Context: an optimization exercise on an open-source flow, tuned for small area and a short achievable clock period. The choices shown serve that exercise and are no tape-out recipe.
In this exercise RTL edits were held to simulation tests only and were not proved equivalent to the original.
No driver is modelled on the clock port, so clocking that relies on it looks cheaper here than on a real chip.

Design fixed_point_field_packer, start of the top module:
module fixed_point_field_packer #(
    parameter W_REGION = 4
) (
    input  wire                clk,
    input  wire                rst,           
    input  wire                req_valid,
    input  wire [31:0]         cmd,
    input  wire [63:0]         a,
    input  wire [63:0]         b,
    input  wire [63:0]         f_pt,
    input  wire [63:0]         f_eta,
    input  wire [63:0]         f_phi,
    input  wire [63:0]         f_hoe,
    input  wire [63:0]         f_hoeflag,
    input  wire [63:0]         f_iso,
    input  wire [63:0]         f_isoflag,
    input  wire [63:0]         f_fb,
    input  wire [63:0]         f_timing,
    input  wire [63:0]         f_shapeflag,
    input  wire [63:0]         f_brems,
    input  wire [W_REGION-1:0] f_region,
    output reg                 rsp_valid,
    output reg                 o_illegal,
    output wire [63:0]         o_word,
    output wire [W_REGION-1:0] o_region,
    output wire [64:0]         o_ival,
    output reg                 o_sign,
    output wire [63:0]         o_mag,
    output wire                o_ok,
    output wire [31:0]         o_fval,
    output wire [11:0]         d_pt,
    output wire [31:0]         d_ptfloat,
    output wire [15:0]         d_eta,
    output wire [15:0]         d_phi,
    output wire [15:0]         d_etatc,
    output wire [15:0]         d_phitc,
    output wire                d_etasign,
    output wire                d_phisign,
    output wire [6:0]          d_etamag,
    output wire [5:0]          d_phimag,
    output wire [3:0]          d_hoe,
    output wire [1:0]          d_hoeflag,
    output wire [2:0]          d_iso,
    output wire [1:0]          d_isoflag,
    output wire [5:0]          d_fb,
    output wire [4:0]          d_timing,
    output wire [1:0]          d_shapeflag,
    output wire [1:0]          d_brems,
    output wire                d_isostandalone,
    output wire                d_isoloosetrack,
    output wire                d_shapestandalone,
    output wire                d_shapeloosetrack,
    output wire [W_REGION-1:0] d_region,
    output wire [31:0]         e_hwpt,
    output wire [15:0]         e_hweta,
    output wire [15:0]         e_hwphi,
    output wire                e_isembigger,
    output wire [2:0]          e_hoecode,
    output wire [31:0]         e_hwempt
);
For scale: roughly 5000 cells after synthesis, roughly 110 flip-flops, ~27000 um^2 of cells after synthesis.
export LEC_CHECK = 0
export ABC_AREA = 1
export CAP_MARGIN = 20
export CORE_AREA = 2.3 2.72 431.02 429.76
export CTS_CLUSTER_DIAMETER = 40
export CTS_CLUSTER_SIZE = 8
export DIE_AREA = 0 0 433.33 433.33
export PLACE_DENSITY = 0.35
export SLEW_MARGIN = 20
create_clock -name core_clock -period 180.0 [get_ports {clk}]
standard.sh (not shown) runs the stock make flow with config.mk's settings and CLKGATE_MAP_FILE= SYNTH_SCRIPT=/design/flow/synth_recipe.tcl, a recipe that flattens the netlist after the stock synthesis.
==> flow/flow/run.sh <==
#!/bin/bash
# Own layout flow: the standard flow, except
#  - technology mapping by ABC without its blanket up-sizing (flow/abc_area.script),
#  - the smallest buffer cell on the input and output ports,
#  - timing repair aiming at a shorter period than the clock's, so that only
#    the critical paths get larger cells.
# Each tool's output goes to a log of its own in this folder.
set -euo pipefail
here=$(pwd)
margin=130
rm -rf "$here/scripts_own"
cp -r "$FLOW_HOME/scripts" "$here/scripts_own"
cp "$here/flow/abc_area.script" "$here/scripts_own/abc_area.script"
bash standard.sh SCRIPTS_DIR="$here/scripts_own" synth > "$here/synth.log" 2>&1
bash standard.sh "BUFFER_PORTS_ARGS=-buffer_cell sky130_fd_sc_hd__buf_1" \
    "SETUP_SLACK_MARGIN=$margin" finish > "$here/layout.log" 2>&1
==> flow/flow/abc_area.script <==
strash
dch
map -B 0.9
topo
stime -c
Rerun with:
--- a/flow/flow/run.sh
+++ b/flow/flow/run.sh
@@ -10 +10 @@
-margin=130
+margin=131
@@ -16 +16 @@
-    "SETUP_SLACK_MARGIN=$margin" finish > "$here/layout.log" 2>&1
+    "SETUP_SLACK_MARGIN=$margin" "PRE_CTS_TCL=$here/flow/pre_cts.tcl" "POST_CTS_TCL=$here/flow/post_cts.tcl" finish > "$here/layout.log" 2>&1
==> flow/flow/post_cts.tcl (new file) <==
set_max_fanout 10000 [current_design]
==> flow/flow/pre_cts.tcl (new file) <==
set_max_fanout 8 [current_design]
--- a/flow/config.mk
+++ b/flow/config.mk
@@ -11,2 +10,0 @@
-export CTS_CLUSTER_DIAMETER = 40
-export CTS_CLUSTER_SIZE = 8
@@ -15,0 +14 @@
+export TNS_END_PERCENT = 20
=> Clock-buffer cell count came out higher by 14; non-clock buffer count came out higher by 25; sequential cell count is unchanged; via count came out higher by about 0.8%; critical path depth came out higher by 1; cell area came out higher by about 2%; routed wire length stays flat; worst setup slack gets better by 890 ps.
Rerun with:
--- a/flow/flow/run.sh
+++ b/flow/flow/run.sh
@@ -10 +10 @@
-margin=131
+margin=135
@@ -16 +16 @@
-    "SETUP_SLACK_MARGIN=$margin" "PRE_CTS_TCL=$here/flow/pre_cts.tcl" "POST_CTS_TCL=$here/flow/post_cts.tcl" finish > "$here/layout.log" 2>&1
+    "SETUP_SLACK_MARGIN=$margin" finish > "$here/layout.log" 2>&1
--- a/flow/config.mk
+++ b/flow/config.mk
@@ -10,0 +11,2 @@
+export CTS_CLUSTER_DIAMETER = 40
+export CTS_CLUSTER_SIZE = 8
@@ -14 +15,0 @@
-export TNS_END_PERCENT = 20
removed: flow/flow/post_cts.tcl
removed: flow/flow/pre_cts.tcl
After rerunning: Via count came out higher by 3.3%. Flip-flop and latch count is unchanged. Utilization grows by 3.7 points. Design area went up by 20%. Wire length climbs by 3.0%. Die area stays the same. Area after synthesis does not change. Critical path depth falls by 3. Synthesized cell count is unchanged.

========
Another version of the RTL of fixed_point_field_packer (not shown whole).
Size: about 110 flip-flops, roughly 1400 I/O pins, ~28000 um^2 of cells after synthesis.
==> flow/config.mk <==
export PLATFORM = sky130hd
export DESIGN_NAME = fixed_point_field_packer
export DESIGN_NICKNAME = fixed_point_field_packer
export VERILOG_FILES = /design/flow/design.v
export SDC_FILE = /design/flow/constraint.sdc
export NUM_CORES = 4
export LEC_CHECK = 0
export ABC_AREA = 1
export CAP_MARGIN = 20
export CORE_AREA = 2.3 2.72 431.02 429.76
export DIE_AREA = 0 0 433.33 433.33
export PLACE_DENSITY = 0.35
export SLEW_MARGIN = 20
==> flow/constraint.sdc <==
create_clock -name core_clock -period 180.0 [get_ports {clk}]
set_input_delay 36.0000 -clock core_clock [delete_from_list [all_inputs] [get_ports {clk}]]
set_output_delay 36.0000 -clock core_clock [all_outputs]
set_load 0.01 [all_outputs]
==> flow/flow/run.sh <==
#!/bin/bash
# Own layout flow: the standard flow, except
#  - technology mapping by ABC without its blanket up-sizing (flow/abc_area.script),
#  - the smallest buffer cell on the input and output ports,
#  - timing repair aiming at a shorter period than the clock's, so that only
#    the critical paths get larger cells.
# Each tool's output goes to a log of its own in this folder.
set -euo pipefail
here=$(pwd)
margin=124
rm -rf "$here/scripts_own"
cp -r "$FLOW_HOME/scripts" "$here/scripts_own"
cp "$here/flow/abc_area.script" "$here/scripts_own/abc_area.script"
bash standard.sh SCRIPTS_DIR="$here/scripts_own" synth > "$here/synth.log" 2>&1
bash standard.sh "BUFFER_PORTS_ARGS=-buffer_cell sky130_fd_sc_hd__buf_1" \
    "SETUP_SLACK_MARGIN=$margin" finish > "$here/layout.log" 2>&1
Scripts as last shown in full above: flow/flow/abc_area.script
Then changed:
Settings changed: PLACE_DENSITY 0.35 to 0.6.
What happened: Cell count barely changes. Routed wire length is lower by 1.9%. Via count climbs by 1.4%. Fmax barely changes.

========
Another version of the RTL of fixed_point_field_packer (not shown whole).
Size in the first run: roughly 3800 cells after synthesis, about 1400 I/O pins.
Settings: LEC_CHECK=0, ABC_AREA=1, CAP_MARGIN=20, CORE_AREA=2.3 2.72 431.02 429.76, DIE_AREA=0 0 433.33 433.33, PLACE_DENSITY=0.35, SLEW_MARGIN=20, TNS_END_PERCENT=20; clock period 180.0 ns.
==> flow/flow/run.sh <==
#!/bin/bash
# Own layout flow: the standard flow, except
#  - technology mapping by ABC without its blanket up-sizing (flow/abc_area.script),
#  - the smallest buffer cell on the input and output ports,
#  - timing repair aiming at a shorter period than the clock's, so that only
#    the critical paths get larger cells.
# Each tool's output goes to a log of its own in this folder.
set -euo pipefail
here=$(pwd)
margin=128
rm -rf "$here/scripts_own"
cp -r "$FLOW_HOME/scripts" "$here/scripts_own"
cp "$here/flow/abc_area.script" "$here/scripts_own/abc_area.script"
bash standard.sh SCRIPTS_DIR="$here/scripts_own" synth > "$here/synth.log" 2>&1
bash standard.sh "BUFFER_PORTS_ARGS=-buffer_cell sky130_fd_sc_hd__buf_1" \
    "SETUP_SLACK_MARGIN=$margin" "PRE_CTS_TCL=$here/flow/pre_cts.tcl" "POST_CTS_TCL=$here/flow/post_cts.tcl" finish > "$here/layout.log" 2>&1
==> flow/flow/abc_area.script <==
strash
ifraig
scorr
dc2
strash
&get -n
&dch -f
&nf
&put
topo
stime -c
==> flow/flow/post_cts.tcl <==
set_max_fanout 10000 [current_design]
==> flow/flow/pre_cts.tcl <==
set_max_fanout 8 [current_design]
The first run finished with timing, DRC and antenna clean.
Edit:
==> flow/flow/run.sh (replaced) <==
#!/bin/bash
set -euo pipefail
here=$(pwd)
margin=130
rm -rf "$here/scripts_own"
cp -r "$FLOW_HOME/scripts" "$here/scripts_own"
cp "$here/flow/abc_area.script" "$here/scripts_own/abc_area.script"
bash standard.sh SCRIPTS_DIR="$here/scripts_own" synth > "$here/synth.log" 2>&1
bash standard.sh "BUFFER_PORTS_ARGS=-buffer_cell sky130_fd_sc_hd__buf_1" \
    "SETUP_SLACK_MARGIN=$margin" \
    "PRE_CTS_TCL=$here/flow/pre_cts.tcl" "POST_CTS_TCL=$here/flow/post_cts.tcl" \
    finish > "$here/layout.log" 2>&1
==> flow/flow/abc_area.script (replaced) <==
strash
ifraig
scorr
dc2
strash
dch -f
map -B 0.9
topo
stime -c
==> flow/flow/post_cts.tcl (replaced) <==
# Lift the fan-out limit again: it is only meant for the clock tree.
set_max_fanout 10000 [current_design]
==> flow/flow/pre_cts.tcl (replaced) <==
# Clock tree synthesis puts at most this many sinks on a clock buffer.
set_max_fanout 8 [current_design]
Global-route usage grows by 1.2 points.
Final cell count grows by 15%.
Count of clock-buffer cells in the layout does not change.
Fmax grows by 5.7%.
Worst setup slack improved by 2.8 ns.
Non-clock buffer count shrinks by 66.
Synthesized area grows by 4.4%.
Edit:
--- a/flow/flow/run.sh
+++ b/flow/flow/run.sh
@@ -1,0 +2,6 @@
+# Own layout flow: the standard flow, except
+#  - technology mapping by ABC without its blanket up-sizing (flow/abc_area.script),
+#  - the smallest buffer cell on the input and output ports,
+#  - timing repair aiming at a shorter period than the clock's, so that only
+#    the critical paths get larger cells.
+# Each tool's output goes to a log of its own in this folder.
@@ -10,3 +16 @@
-    "SETUP_SLACK_MARGIN=$margin" \
-    "PRE_CTS_TCL=$here/flow/pre_cts.tcl" "POST_CTS_TCL=$here/flow/post_cts.tcl" \
-    finish > "$here/layout.log" 2>&1
+    "SETUP_SLACK_MARGIN=$margin" "PRE_CTS_TCL=$here/flow/pre_cts.tcl" "POST_CTS_TCL=$here/flow/post_cts.tcl" finish > "$here/layout.log" 2>&1
==> flow/flow/post_cts.tcl (replaced) <==
set_max_fanout 10000 [current_design]
==> flow/flow/pre_cts.tcl (replaced) <==
set_max_fanout 8 [current_design]
Outcome: Synthesized area stays the same. Via count does not change. Cell count stays the same. Critical path depth stays the same. Die area is unchanged.
Edit:
==> flow/flow/abc_area.script (replaced) <==
strash
dch
map -B 0.9
topo
stime -c
=> Cell area went up by about 0.6%; cell count went up by about 1%; global-route usage went up by 0.77 points; sequential share of layout area barely changes; worst hold slack gains 0.026 ns; critical path depth went up by 15; non-clock buffer count went down by 7; utilization went up by 0.11 points.
Edit:
--- a/flow/flow/run.sh
+++ b/flow/flow/run.sh
@@ -10 +10 @@
-margin=130
+margin=132
==> flow/flow/abc_area.script (replaced) <==
strash
ifraig
scorr
dc2
strash
dch -f
map -B 0.9
topo
stime -c
Sequential share of layout area went down by 0.20 points.
Non-clock buffer count went up by 75.
Worst setup slack improved by 1.6 ns.
Via count is about the same.
Fmax went up by about 3.4%.
Utilization went up by 0.60 points.
Edit:
--- a/flow/flow/run.sh
+++ b/flow/flow/run.sh
@@ -10 +10 @@
-margin=132
+margin=130
==> flow/flow/abc_area.script (replaced) <==
strash
ifraig
scorr
dc2
strash
&get -n
&dch -f
&nf
&put
topo
stime -c
After rerunning: Synthesized area drops by about 4%; count of clock-buffer cells in the layout is unchanged; cell area is about the same; hold slack is about the same; first-iteration DRC count decreases by about 5%; flip-flop and latch count does not change; via count came out lower by about 9%; wire length drops by about 5.4%.

========
Setup of old:
fixed_point_field_packer, a different RTL version from the one above (not shown whole).
Size: ~100 flip-flops, ~1400 I/O pins, roughly 30000 sq um of cells after synthesis.
make LEC_CHECK=0 ABC_AREA=1 CAP_MARGIN=20 CORE_AREA='2.3 2.72 431.02 429.76' DIE_AREA='0 0 433.33 433.33' PLACE_DENSITY=0.35 SLEW_MARGIN=20 finish   # period 180.0 ns
run.sh (not shown) runs the stock make flow with config.mk's settings and CLKGATE_MAP_FILE= SYNTH_SCRIPT=/design/flow/synth_recipe.tcl, a recipe that flattens the netlist after the stock synthesis.
Stock flow here: none of the scripts above is used.
old ran to completion and came out clean on the timing, DRC and antenna checks.
The following lists how new was set up differently from old:
==> flow/flow/run.sh (new file) <==
#!/bin/bash
# Own layout flow: the standard flow, except
#  - technology mapping by ABC without its blanket up-sizing (flow/abc_area.script),
#  - the smallest buffer cell on the input and output ports,
#  - timing repair aiming at a shorter period than the clock's, so that only
#    the critical paths get larger cells.
# Each tool's output goes to a log of its own in this folder.
set -euo pipefail
here=$(pwd)
margin=${REPAIR_MARGIN:-132}
rm -rf "$here/scripts_own"
cp -r "$FLOW_HOME/scripts" "$here/scripts_own"
cp "$here/flow/abc_area.script" "$here/scripts_own/abc_area.script"
bash standard.sh SCRIPTS_DIR="$here/scripts_own" synth > "$here/synth.log" 2>&1
bash standard.sh "BUFFER_PORTS_ARGS=-buffer_cell sky130_fd_sc_hd__buf_1" \
    "SETUP_SLACK_MARGIN=$margin" finish > "$here/layout.log" 2>&1
==> flow/flow/abc_area.script (new file) <==
strash
dch
map -B 0.9
topo
stime -c
==> flow/standard.sh (new file) <==
#!/bin/bash
# synth_recipe.tcl (not shown) runs the flow's synth.tcl, then flattens the netlist and writes it again
# the make line also repeats each setting of config.mk as NAME=value (left out here)
make -C /OpenROAD-flow-scripts/flow DESIGN_CONFIG=/design/flow/config.mk WORK_HOME=/design/flow/orfs CLKGATE_MAP_FILE= SYNTH_SCRIPT=/design/flow/synth_recipe.tcl "${@:-finish}"
removed: flow/run.sh
### Flow results
The critical path endpoint comes out e_hwempt[28] in one run and o_fval[30] in the other, namely in new and old respectively.
Going from old to new, routed wire length shrinks by 7200 um.
The count of clock-net buffers in the final layout in new sits 1 below the value recorded for old.
Between old and new, cell area is lower for new, old comes in above that.
Wire length of the first global-routing pass, old and new, higher one = old.
Of old and new, the run reporting the higher utilization was old.
Status: portion of netlist area occupied by mux cells parity (old, new)
Relative to old, the layout overhead on the synthesized area of new is higher by 2.7 points.
Diff old..new | die area | unchanged

========
fixed_point_field_packer with an RTL version that a note above also has.
Size in the first run: ~5000 cells after synthesis, about 0.027 sq mm of cells after synthesis.
clock: 180.0 ns
lec_check: 0
abc_area: 1
cap_margin: 20
core_area: 2.3 2.72 431.02 429.76
die_area: 0 0 433.33 433.33
place_density: 0.5
slew_margin: 20
tns_end_percent: 20
standard.sh (not shown) runs the stock make flow with config.mk's settings and CLKGATE_MAP_FILE= SYNTH_SCRIPT=/design/flow/synth_recipe.tcl, a recipe that flattens the netlist after the stock synthesis.
==> flow/flow/run.sh <==
#!/bin/bash
# Own layout flow: the standard flow, except
#  - technology mapping by ABC without its blanket up-sizing (flow/abc_area.script),
#  - the smallest buffer cell on the input and output ports,
#  - timing repair aiming at a shorter period than the clock's, so that only
#    the critical paths get larger cells.
# Each tool's output goes to a log of its own in this folder.
set -euo pipefail
here=$(pwd)
margin=130
rm -rf "$here/scripts_own"
cp -r "$FLOW_HOME/scripts" "$here/scripts_own"
cp "$here/flow/abc_area.script" "$here/scripts_own/abc_area.script"
bash standard.sh SCRIPTS_DIR="$here/scripts_own" synth > "$here/synth.log" 2>&1
bash standard.sh "BUFFER_PORTS_ARGS=-buffer_cell sky130_fd_sc_hd__buf_1" \
    "SETUP_SLACK_MARGIN=$margin" "PRE_CTS_TCL=$here/flow/pre_cts.tcl" "POST_CTS_TCL=$here/flow/post_cts.tcl" finish > "$here/layout.log" 2>&1
==> flow/flow/abc_area.script <==
strash
dch
map -B 0.9
topo
stime -c
==> flow/flow/post_cts.tcl <==
set_max_fanout 10000 [current_design]
==> flow/flow/pre_cts.tcl <==
set_max_fanout 8 [current_design]
Next try:
--- a/flow/flow/run.sh
+++ b/flow/flow/run.sh
@@ -9,3 +9,3 @@
 here=$(pwd)
-margin=130
+margin=132
 rm -rf "$here/scripts_own"
@@ -15,2 +15,2 @@
 bash standard.sh "BUFFER_PORTS_ARGS=-buffer_cell sky130_fd_sc_hd__buf_1" \
-    "SETUP_SLACK_MARGIN=$margin" "PRE_CTS_TCL=$here/flow/pre_cts.tcl" "POST_CTS_TCL=$here/flow/post_cts.tcl" finish > "$here/layout.log" 2>&1
+    "SETUP_SLACK_MARGIN=$margin" finish > "$here/layout.log" 2>&1
CTS_CLUSTER_DIAMETER = 40   (was unset)
CTS_CLUSTER_SIZE = 8   (was unset)
PLACE_DENSITY = 0.35   (was 0.5)
TNS_END_PERCENT = unset   (was 20)
removed: flow/flow/post_cts.tcl
removed: flow/flow/pre_cts.tcl
Final cell count increases slightly; design area increases by a few percent.
Next try:
--- a/flow/flow/run.sh
+++ b/flow/flow/run.sh
@@ -9,3 +9,3 @@
 here=$(pwd)
-margin=132
+margin=130
 rm -rf "$here/scripts_own"
@@ -15,2 +15,2 @@
 bash standard.sh "BUFFER_PORTS_ARGS=-buffer_cell sky130_fd_sc_hd__buf_1" \
-    "SETUP_SLACK_MARGIN=$margin" finish > "$here/layout.log" 2>&1
+    "SETUP_SLACK_MARGIN=$margin" "PRE_CTS_TCL=$here/flow/pre_cts.tcl" finish > "$here/layout.log" 2>&1
==> flow/flow/abc_area.script (replaced) <==
&get -n
&st
&dch
&nf
&put
topo
stime -c
==> flow/flow/pre_cts.tcl (new file) <==
set_max_fanout 8 [current_design]
Effect:
- final area rises by about 14%
- utilization rises by 2.7 points
- die area is unchanged
- wire length rises by 7.4%
Next try:
--- a/flow/flow/run.sh
+++ b/flow/flow/run.sh
@@ -15,2 +15,2 @@
 bash standard.sh "BUFFER_PORTS_ARGS=-buffer_cell sky130_fd_sc_hd__buf_1" \
-    "SETUP_SLACK_MARGIN=$margin" "PRE_CTS_TCL=$here/flow/pre_cts.tcl" finish > "$here/layout.log" 2>&1
+    "SETUP_SLACK_MARGIN=$margin" "PRE_CTS_TCL=$here/flow/pre_cts.tcl" "POST_CTS_TCL=$here/flow/post_cts.tcl" finish > "$here/layout.log" 2>&1
==> flow/flow/abc_area.script (replaced) <==
strash
dch
map -B 0.9
topo
stime -c
==> flow/flow/post_cts.tcl (new file) <==
set_max_fanout 10000 [current_design]
CTS_CLUSTER_DIAMETER = unset   (was 40)
CTS_CLUSTER_SIZE = unset   (was 8)
TNS_END_PERCENT = 20   (was unset)
The new run passed the timing, DRC and antenna checks.
Worst setup slack gets better by 1.9 ns.
First-iteration DRC count is lower by 5.7%.
Utilization shrinks by 3.4 points.
Synthesized area came out higher by 3.5%.
Routed wire length falls by 7.5%.
Die area is unchanged.
Sequential cell count is unchanged.

## afterwards: timing with drivers on the ports
The flow's constraints put no driver on any port. The routed layouts listed below were extracted and timed again, unchanged, in two steps.
Step 1 (the two cells are an assumption about what drives the block):
set clk [get_ports {clk}]
set_driving_cell -lib_cell sky130_fd_sc_hd__clkbuf_16 $clk
set_driving_cell -lib_cell sky130_fd_sc_hd__buf_2 [delete_from_list [all_inputs] $clk]
Step 2 moves the port delays by t, midway between the first and last clock arrival at a register: inputs arrive t later, outputs are due t later. That takes back most of the time a late clock gives input paths.
a / b / c = no drivers / after step 1 / after step 2; a / b = the first two.
| run | t (ns) | setup WS [ns] | clock arrival spread, ns | slew at the worst register clock pin (ns) | pins driven straight from the clock port |
|---|---|---|---|---|---|
| the first run of note 1 | 0.474 | 131.116 / 131.051 / 130.903 | 0.041 / 0.040 | 0.12 / 0.12 | 1 |
| the second run of note 1 | 0.542 | 132.008 / 131.936 / 131.610 | 0.044 / 0.044 | 0.09 / 0.09 | 1 |
| the third run of note 1 | 0.494 | 133.268 / 133.204 / 133.698 | 0.040 / 0.040 | 0.12 / 0.12 | 1 |
| the first run of note 2 | 0.465 | 125.648 / 125.592 / 126.057 | 0.035 / 0.035 | 0.12 / 0.12 | 1 |
| the second run of note 2 | 0.488 | 125.610 / 125.535 / 126.023 | 0.053 / 0.053 | 0.12 / 0.12 | 1 |
| the first run of note 3 | 0.504 | 128.531 / 128.556 / 128.053 | 0.031 / 0.031 | 0.08 / 0.08 | 1 |
| the second run of note 3 | 0.554 | 131.294 / 131.227 / 130.857 | 0.052 / 0.052 | 0.10 / 0.10 | 1 |
| the third run of note 3 | 0.554 | 131.294 / 131.227 / 130.857 | 0.052 / 0.052 | 0.10 / 0.10 | 1 |
| the fourth run of note 3 | 0.528 | 131.253 / 131.216 / 130.687 | 0.045 / 0.045 | 0.09 / 0.09 | 1 |
| the fifth run of note 3 | 0.530 | 132.875 / 132.819 / 132.412 | 0.037 / 0.037 | 0.08 / 0.08 | 1 |
| the sixth run of note 3 | 0.508 | 129.156 / 129.157 / 128.649 | 0.036 / 0.035 | 0.08 / 0.08 | 1 |
| old | 0.474 | 122.012 / 121.954 / 122.428 | 0.025 / 0.025 | 0.10 / 0.10 | 1 |
| new | 0.483 | 127.976 / 127.921 / 128.404 | 0.035 / 0.035 | 0.11 / 0.11 | 1 |
| the first run of note 5 | 0.521 | 131.068 / 131.092 / 130.571 | 0.040 / 0.040 | 0.08 / 0.08 | 1 |
| the second run of note 5 | 0.495 | 132.823 / 132.754 / 132.409 | 0.044 / 0.044 | 0.13 / 0.13 | 1 |
| the third run of note 5 | 0.538 | 129.256 / 129.193 / 128.655 | 0.037 / 0.037 | 0.09 / 0.09 | 1 |
| the fourth run of note 5 | 0.542 | 131.167 / 131.094 / 130.850 | 0.044 / 0.044 | 0.09 / 0.09 | 1 |
After both steps setup and hold are still met in every run listed. For the third run of note 5, which loses most, drivers alone change the setup slack by -0.063 ns; drivers and shift together by -0.601 ns.
